Background: an optimization exercise with open tools, aiming at small area, a short achievable clock period and few clock cycles per item. Do not read the settings as production practice. Function was checked by simulation only, so behaviour that the tests miss may differ from the original. Power and IR drop assume default switching activity.

branch amber:
==> module ws_framer, before the edit <==
module ws_framer (
  input  wire        clk,
  input  wire        rst,
  input  wire        in_valid,
  input  wire [7:0]  in_data,
  output wire        in_ready,
  input  wire        ev_take,
  output reg         ev_valid,
  output reg         ev_crc_err,
  output reg  [1:0]  ev_tag,
  output reg  [7:0]  ev_command,
  output reg  [7:0]  ev_status,
  output reg  [7:0]  ev_length,
  output reg  [63:0] ev_raw,
  output reg  [15:0] ev_stored,
  output reg  [15:0] ev_computed,
  output wire        load1,        
  output wire        load2         
);
  reg  [5:0] pos;
  reg        rdy;                  
  assign in_ready = rdy;
  wire acc    = in_valid && rdy;
  wire is_aa  = (in_data == 8'hAA);
  wire is_tag = (in_data == 8'h01) || (in_data == 8'h02) || (in_data == 8'h03);
  reg  [5:0] pos_n;
  always @* begin
    pos_n = pos;
    if (acc)
      case (pos)
        6'd0: pos_n = is_aa ? 6'd1 : 6'd0;
        6'd1: pos_n = is_tag ? 6'd2 : is_aa ? 6'd1 : 6'd0;
        6'd2: pos_n = (in_data == 8'h55) ? 6'd3 : is_aa ? 6'd1 : 6'd0;
        6'd3: pos_n = (in_data == 8'hC3) ? 6'd4 : is_aa ? 6'd1 : 6'd0;
        default: pos_n = pos + 6'd1;    
      endcase
  end
  wire evv_n = (ev_valid && !ev_take) || (acc && pos == 6'd63);
  always @(posedge clk) begin
    if (rst) begin
      pos      <= 6'd0;
      rdy      <= 1'b1;
      ev_valid <= 1'b0;
    end else begin
      pos      <= pos_n;
      rdy      <= !evv_n || (acc ? (pos == 6'd63 || (pos == 6'd0 && !is_aa))
                                 : (pos == 6'd0));
      ev_valid <= evv_n;
    end
  end
  wire   ld    = (ev_tag == 2'd1) ? (pos == 6'd15) : (pos == 6'd11);
  assign load1 = ld;
  assign load2 = ld && (ev_tag != 2'd2);
  wire [15:0] crc_next;
  ws_crc16_byte u_crc (.crc_in(ev_computed), .data(in_data), .crc_out(crc_next));
  always @(posedge clk) begin
    if (acc) begin
      if (pos == 6'd1) ev_tag <= in_data[1:0] - 2'd1;
      if (pos == 6'd3) ev_computed <= 16'hFFFF;
      if (pos >= 6'd4 && pos <= 6'd61)
        ev_computed <= crc_next;
      if (pos == 6'd4)  ev_command    <= in_data;
      if (pos == 6'd5)  ev_status     <= in_data;
      if (pos == 6'd6)  ev_length     <= in_data;
      if (pos == 6'd7)  ev_raw[7:0]   <= in_data;
      if (pos == 6'd8)  ev_raw[15:8]  <= in_data;
      if (pos == 6'd9)  ev_raw[23:16] <= in_data;
      if (pos == 6'd10) ev_raw[31:24] <= in_data;
      if (pos == 6'd11) ev_raw[39:32] <= in_data;
      if (pos == 6'd12) ev_raw[47:40] <= in_data;
      if (pos == 6'd13) ev_raw[55:48] <= in_data;
      if (pos == 6'd14) ev_raw[63:56] <= in_data;
      if (pos == 6'd62) ev_stored[15:8] <= in_data;
      if (pos == 6'd63) begin
        ev_stored[7:0] <= in_data;
        ev_crc_err     <= (ev_computed != {ev_stored[15:8], in_data});
      end
    end
  end
endmodule
==> flow/config.mk <==
export PLATFORM = sky130hd
export DESIGN_NAME = ws_frame_rx
export DESIGN_NICKNAME = ws_frame_rx
export VERILOG_FILES = /design/flow/design.v
export SDC_FILE = /design/flow/constraint.sdc
export NUM_CORES = 4
export LEC_CHECK = 0
export ABC_AREA = 1
export CAP_MARGIN = 20
export CORE_MARGIN = 2
export CORE_UTILIZATION = 50
export CTS_BUF_LIST = sky130_fd_sc_hd__clkbuf_8
export CTS_CLUSTER_DIAMETER = 50
export CTS_CLUSTER_SIZE = 20
export PLACE_DENSITY = 0.6
export SETUP_SLACK_MARGIN = 5
export SLEW_MARGIN = 20
==> flow/constraint.sdc <==
create_clock -name core_clock -period 9.0 [get_ports {clk}]
set_input_delay 1.8000 -clock core_clock [delete_from_list [all_inputs] [get_ports {clk}]]
set_output_delay 1.8000 -clock core_clock [all_outputs]
set_load 0.01 [all_outputs]
standard.sh (not shown) runs the stock make flow with config.mk's settings and CLKGATE_MAP_FILE= SYNTH_SCRIPT=/design/flow/synth_recipe.tcl, a recipe that flattens the netlist after the stock synthesis.
==> flow/flow/run.sh <==
#!/bin/bash
# Own flow: the standard layout (standard.sh, unchanged synthesis) with
# a tighter setup target for repair_timing, the smallest buffer on the
# ports and clock tree synthesis without dummy loads. All tool output goes
# to logs in this folder (standard_own.log, and ORFS's logs under orfs/).
set -euo pipefail
MARGIN=${MARGIN:-5.85}
CTS="-sink_clustering_enable -repair_clock_nets -buf_list sky130_fd_sc_hd__clkbuf_8 -sink_clustering_size 30 -sink_clustering_max_diameter 40 -dont_use_dummy_load"
sed -e "s/SETUP_SLACK_MARGIN=[0-9.]*/SETUP_SLACK_MARGIN=$MARGIN/" \
    -e "s|\"\${@:-finish}\"|BUFFER_PORTS_ARGS='-buffer_cell sky130_fd_sc_hd__buf_1' CTS_ARGS='$CTS' \"\${@:-finish}\"|" \
    standard.sh > standard_own.sh
bash standard_own.sh > standard_own.log 2>&1
Testbench counts of branch amber, summed over its fixed seeds: cycles 24,942, bytes 24,934.
For branch cedar, these inputs were changed with respect to branch amber:
--- a/flow/design.v
+++ b/flow/design.v
@@ -67,24 +67,24 @@
       if (pos == 6'd1) ev_tag <= in_data[1:0] - 2'd1;
       if (pos == 6'd3) ev_computed <= 16'hFFFF;
       if (pos >= 6'd4 && pos <= 6'd61)
         ev_computed <= crc_next;
-      if (pos == 6'd4)  ev_command    <= in_data;
-      if (pos == 6'd5)  ev_status     <= in_data;
-      if (pos == 6'd6)  ev_length     <= in_data;
-      if (pos == 6'd7)  ev_raw[7:0]   <= in_data;
-      if (pos == 6'd8)  ev_raw[15:8]  <= in_data;
-      if (pos == 6'd9)  ev_raw[23:16] <= in_data;
-      if (pos == 6'd10) ev_raw[31:24] <= in_data;
-      if (pos == 6'd11) ev_raw[39:32] <= in_data;
-      if (pos == 6'd12) ev_raw[47:40] <= in_data;
-      if (pos == 6'd13) ev_raw[55:48] <= in_data;
-      if (pos == 6'd14) ev_raw[63:56] <= in_data;
-      if (pos == 6'd62) ev_stored[15:8] <= in_data;
-      if (pos == 6'd63) begin
-        ev_stored[7:0] <= in_data;
-        ev_crc_err     <= (ev_computed != {ev_stored[15:8], in_data});
-      end
+    end
+    if (pos == 6'd4)  ev_command    <= in_data;
+    if (pos == 6'd5)  ev_status     <= in_data;
+    if (pos == 6'd6)  ev_length     <= in_data;
+    if (pos == 6'd7)  ev_raw[7:0]   <= in_data;
+    if (pos == 6'd8)  ev_raw[15:8]  <= in_data;
+    if (pos == 6'd9)  ev_raw[23:16] <= in_data;
+    if (pos == 6'd10) ev_raw[31:24] <= in_data;
+    if (pos == 6'd11) ev_raw[39:32] <= in_data;
+    if (pos == 6'd12) ev_raw[47:40] <= in_data;
+    if (pos == 6'd13) ev_raw[55:48] <= in_data;
+    if (pos == 6'd14) ev_raw[63:56] <= in_data;
+    if (pos == 6'd62) ev_stored[15:8] <= in_data;
+    if (pos == 6'd63) begin
+      ev_stored[7:0] <= in_data;
+      ev_crc_err     <= (ev_computed != {ev_stored[15:8], in_data});
     end
   end
 endmodule
 module ws_div_f64 #(
==> comparison <==
Net count after synthesis: branch cedar vs branch amber — no meaningful difference. The maximum clock frequency of branch cedar is lower than that of branch amber. Compared with branch amber, in branch cedar proportion of power drawn by combinational gates dropped 1.5 points; power dropped about 2.6%; sequential share of layout area climbed 0.33 points; number of standard cells in the layout, taps in and fillers out barely changed. Summary — fraction of power spent switching nets, branch cedar relative to branch amber: lower, by 0.30 points. branch cedar vs. branch amber: post-synthesis instance total now sits at about the same level, vertical die dimension now sits at about the same level.
Testbench counts of branch cedar, summed over its fixed seeds: cycles 24,942, bytes 24,934.

==> afterwards: timing with drivers on the ports <==
In the flow no input, the clock included, has a driving cell. The finished layouts below were timed again as built, in two steps. Step 1 assumes that a clkbuf_16 drives the clock port and a buf_2 every other input. Step 2 also shifts input and output timing later by t, the mid clock arrival at the registers, as if the neighbouring blocks saw the same clock. Slacks: no drivers / after step 1 / after step 2; pairs: no drivers / after step 1.
| run | t (ns) | slack for setup (ns) | worst setup path at the end |
|---|---|---|---|
| branch amber | 0.571 | 5.922 / 5.877 / 5.435 | input to register |
| branch cedar | 0.584 | 5.885 / 5.836 / 5.591 | input to register |
After both steps every run listed still meets setup and hold. The setup slack of branch amber, which loses most, moves by -0.045 ns with the drivers and by -0.487 ns with both steps.
